From an optimization exercise on the open Yosys and OpenROAD flow, aimed at small area, a short achievable clock period and few clock cycles; shortcuts taken in it are not production practice. Only simulation tests tie the RTL to the original design; equivalence was not proved. Power figures rest on the tool's default switching activity, not on a simulated workload.

Design atc_encode, start of the top module:
module atc_encode (
    input  wire        clk,
    input  wire        rst,           
    input  wire        wr_en,
    input  wire [8:0]  wr_addr,       
    input  wire [31:0] wr_data,
    input  wire        start,         
    output wire        busy,
    output reg  [31:0] result,
    output reg         err_src,       
    output reg  [7:0]  out_len,
    output reg         src_re,
    output reg  [7:0]  src_addr,
    input  wire [7:0]  src_rdata,
    output reg         dst_we,
    output reg  [7:0]  dst_addr,
    output reg  [7:0]  dst_wdata,
    output wire        txp_req,
    input  wire        txp_rsp_valid,
    input  wire        txp_rsp_ok,
    input  wire [7:0]  txp_rsp_val,
    input  wire [31:0] txp_rsp_err
);
For scale: about 2700 cells after synthesis, about 1000 flip-flops, about 160 I/O pins, ~40000 um^2 of cells after synthesis.
export LEC_CHECK = 0
export CAP_MARGIN = 20
export CORE_MARGIN = 2
export CORE_UTILIZATION = 40
export PLACE_DENSITY = 0.6
export SETUP_SLACK_MARGIN = 3.7
export SLEW_MARGIN = 20
export TNS_END_PERCENT = 5
create_clock -name core_clock -period 6.0 [get_ports {clk}]
standard.sh (not shown) runs the stock make flow with config.mk's settings and CLKGATE_MAP_FILE= SYNTH_SCRIPT=/design/flow/synth_recipe.tcl, a recipe that flattens the netlist after the stock synthesis.
==> flow/flow/run.sh <==
#!/bin/bash
# Standard layout, with the port buffers made from buf_4 cells instead of the
# resizer's default choice, so that the I/O paths are not slowed by delay cells.
set -euo pipefail
export BUFFER_PORTS_ARGS="-buffer_cell sky130_fd_sc_hd__buf_4"
bash standard.sh > standard.log 2>&1
Testbench counts at the start, summed over its fixed seeds: cycles 32,200.
Next try:
--- a/flow/design.v
+++ b/flow/design.v
@@ -40,102 +40,109 @@
         wq_addr <= wr_addr;
         wq_data <= wr_data;
     end
     wire [31:0] wd = wq_data & {32{~rst_q}};
     function wr_at(input [8:0] a);
         wr_at = rst_q | (wq_en & (wq_addr == a));
     endfunction
     reg [7:0]  max_len;
     reg [17:0] fs_present;
     reg [3:0]  fs_complete;
     reg [7:0]  fs_flags, fs_txp, fs_lerole;
     reg [15:0] fs_appear, fs_advitvl;
-    reg [7:0]  fs_u16_count, fs_u32_count;
+    reg [6:0]  fs_u16_count, fs_u32_count;
+    reg [4:0]  u128_n;
+    reg [5:0]  pta_n;
     reg [7:0]  v_off [0:7];    
     reg [7:0]  v_n   [0:7];    
     reg [23:0] fs_devcls;
     reg [31:0] fs_itvl;
     reg [55:0] fs_leaddr;
     reg [15:0] u16 [0:N_U16-1];
     reg [31:0] u32 [0:N_U32-1];
     always @(posedge clk) begin
         if (wr_at(9'h005)) max_len <= wd[7:0];
         if (wr_at(9'h040)) fs_present <= wd[17:0];
         if (wr_at(9'h041)) fs_complete <= wd[3:0];
         if (wr_at(9'h042)) begin
             fs_flags  <= wd[7:0];
             fs_txp    <= wd[15:8];
             fs_lerole <= wd[23:16];
         end
         if (wr_at(9'h043)) begin
             fs_appear  <= wd[15:0];
             fs_advitvl <= wd[31:16];
         end
         if (wr_at(9'h044)) begin
-            fs_u16_count <= wd[7:0];
-            fs_u32_count <= wd[15:8];
+            fs_u16_count <= wd[7] ? 7'd127 : wd[6:0];
+            fs_u32_count <= (wd[15:14] != 2'b00) ? 7'd64 : {1'b0, wd[13:8]};
         end
         if (wr_at(9'h04D)) fs_devcls <= wd[23:0];
         if (wr_at(9'h04E)) fs_itvl <= wd;
         if (wr_at(9'h04F)) fs_leaddr[31:0] <= wd;
         if (wr_at(9'h050)) fs_leaddr[55:32] <= wd[23:0];
     end
     genvar gi;
     generate
         for (gi = 0; gi < 8; gi = gi + 1) begin : g_view
             always @(posedge clk)
                 if (wr_at(9'h045 + gi)) begin
                     v_off[gi] <= wd[7:0];
-                    v_n[gi]   <= wd[15:8];
+                    if (gi == 0)
+                        u128_n <= (wd[15:12] != 4'd0) ? 5'd16 : {1'b0, wd[11:8]};
+                    else if (gi == 3)
+                        pta_n <= (wd[15:8] > 8'd42) ? 6'd43 : wd[13:8];
+                    else
+                        v_n[gi] <= wd[15:8];
                 end
         end
         for (gi = 0; gi < N_U16; gi = gi + 1) begin : g_u16
             always @(posedge clk)
                 if (wr_at(9'h080 + gi)) u16[gi] <= wd[15:0];
         end
         for (gi = 0; gi < N_U32; gi = gi + 1) begin : g_u32
             always @(posedge clk)
                 if (wr_at(9'h100 + gi)) u32[gi] <= wd;
         end
     endgenerate
     reg [7:0] f_type [0:31];
     reg [8:0] f_n    [0:17];
     reg       f_view [0:17];
     reg [7:0] f_off  [0:17];
     reg [6:0] f_base [0:31];
-    wire [10:0] pta6 = {1'b0, v_n[3], 2'b00} + {2'b00, v_n[3], 1'b0};
+    wire [8:0] pta6 = {1'b0, pta_n, 2'b00} + {2'b00, pta_n, 1'b0};
     integer fi;
     always @* begin
         for (fi = 18; fi < 32; fi = fi + 1) begin
             f_type[fi] = 8'd0;
             f_base[fi] = 7'd0;
         end
         for (fi = 0; fi < 18; fi = fi + 1) begin
             f_view[fi] = 1'b0;
             f_off[fi]  = 8'd0;
             f_base[fi] = 7'd0;
         end
         f_type[0]  = 8'h01;                          f_n[0]  = 9'd1;  f_base[0]  = 7'd64;
         f_type[1]  = fs_complete[0] ? 8'h03 : 8'h02;
-        f_n[1]  = {fs_u16_count[7], fs_u16_count[6:0], 1'b0};      f_base[1]  = 7'd0;
+        f_n[1]  = {1'b0, fs_u16_count, 1'b0};                     f_base[1]  = 7'd0;
         f_type[2]  = fs_complete[1] ? 8'h05 : 8'h04;
-        f_n[2]  = {|fs_u32_count[7:6], fs_u32_count[5:0], 2'b00};  f_base[2]  = 7'd32;
+        f_n[2]  = {fs_u32_count, 2'b00};                          f_base[2]  = 7'd32;
         f_type[3]  = fs_complete[2] ? 8'h07 : 8'h06;
-        f_n[3]  = {|v_n[0][7:4], v_n[0][3:0], 4'd0};
+        f_n[3]  = {u128_n, 4'd0};
         f_type[4]  = fs_complete[3] ? 8'h09 : 8'h08; f_n[4]  = {1'b0, v_n[1]};
         f_type[5]  = 8'h0A;                          f_n[5]  = 9'd1;  f_base[5]  = 7'd65;
         f_type[6]  = 8'h0D;                          f_n[6]  = 9'd3;  f_base[6]  = 7'd66;
         f_type[7]  = 8'h12;                          f_n[7]  = 9'd4;  f_base[7]  = 7'd69;
         f_type[8]  = 8'h16;                          f_n[8]  = {1'b0, v_n[2]};
-        f_type[9]  = 8'h17;                          f_n[9]  = {|pta6[10:8], pta6[7:0]};
+        f_type[9]  = 8'h17;                          f_n[9]  = pta6;
         f_type[10] = 8'h19;                          f_n[10] = 9'd2;  f_base[10] = 7'd73;
         f_type[11] = 8'h1A;                          f_n[11] = 9'd2;  f_base[11] = 7'd75;
         f_type[12] = 8'h1B;                          f_n[12] = 9'd7;  f_base[12] = 7'd77;
         f_type[13] = 8'h1C;                          f_n[13] = 9'd1;  f_base[13] = 7'd84;
         f_type[14] = 8'h20;                          f_n[14] = {1'b0, v_n[4]};
         f_type[15] = 8'h21;                          f_n[15] = {1'b0, v_n[5]};
         f_type[16] = 8'h24;                          f_n[16] = {1'b0, v_n[6]};
         f_type[17] = 8'hFF;                          f_n[17] = {1'b0, v_n[7]};
         f_view[3]  = 1'b1; f_off[3]  = v_off[0];
         f_view[4]  = 1'b1; f_off[4]  = v_off[1];
         f_view[8]  = 1'b1; f_off[8]  = v_off[2];
         f_view[9]  = 1'b1; f_off[9]  = v_off[3];
After rerunning:
- clock power shrinks by 3.8%
- synthesized area barely changes
- cell count grows by 1.2%
- power grows by 0.97%
- setup slack gets better by 0.064 ns
- sequential power barely changes
- hold slack gets worse by 0.024 ns
- global-route usage barely changes
- wire length shrinks by 0.67%
- core utilization is about the same
- count of clock-buffer cells in the layout grows by 17
- non-clock buffer count grows by 11
- critical path depth stays the same
Testbench counts after the change, summed over its fixed seeds: cycles 32,200.

==> re-timing with driven ports <==
In the flow no input, the clock included, has a driving cell. The finished layouts below were timed again as built, in two steps. Step 1 (the two cells are an assumption about what drives the block):
set clk [get_ports {clk}]
set_driving_cell -lib_cell sky130_fd_sc_hd__clkbuf_16 $clk
set_driving_cell -lib_cell sky130_fd_sc_hd__buf_2 [delete_from_list [all_inputs] $clk]
Step 2 moves the port delays by t, midway between the first and last clock arrival at a register: inputs arrive t later, outputs are due t later. That takes back most of the time a late clock gives input paths. a / b / c = ideal / step 1 / step 2; a / b = the first two.
run | t (ns) | setup WS [ns] | worst slew at a driven data input, ns
the first run | 0.740 | 3.383 / 3.383 / 2.737 | 0.06
the second run | 0.746 | 3.447 / 3.447 / 2.832 | 0.08
After both steps every run listed still meets setup and hold. For the first run, which loses most, drivers alone change the setup slack by 0.000 ns; drivers and shift together by -0.646 ns.
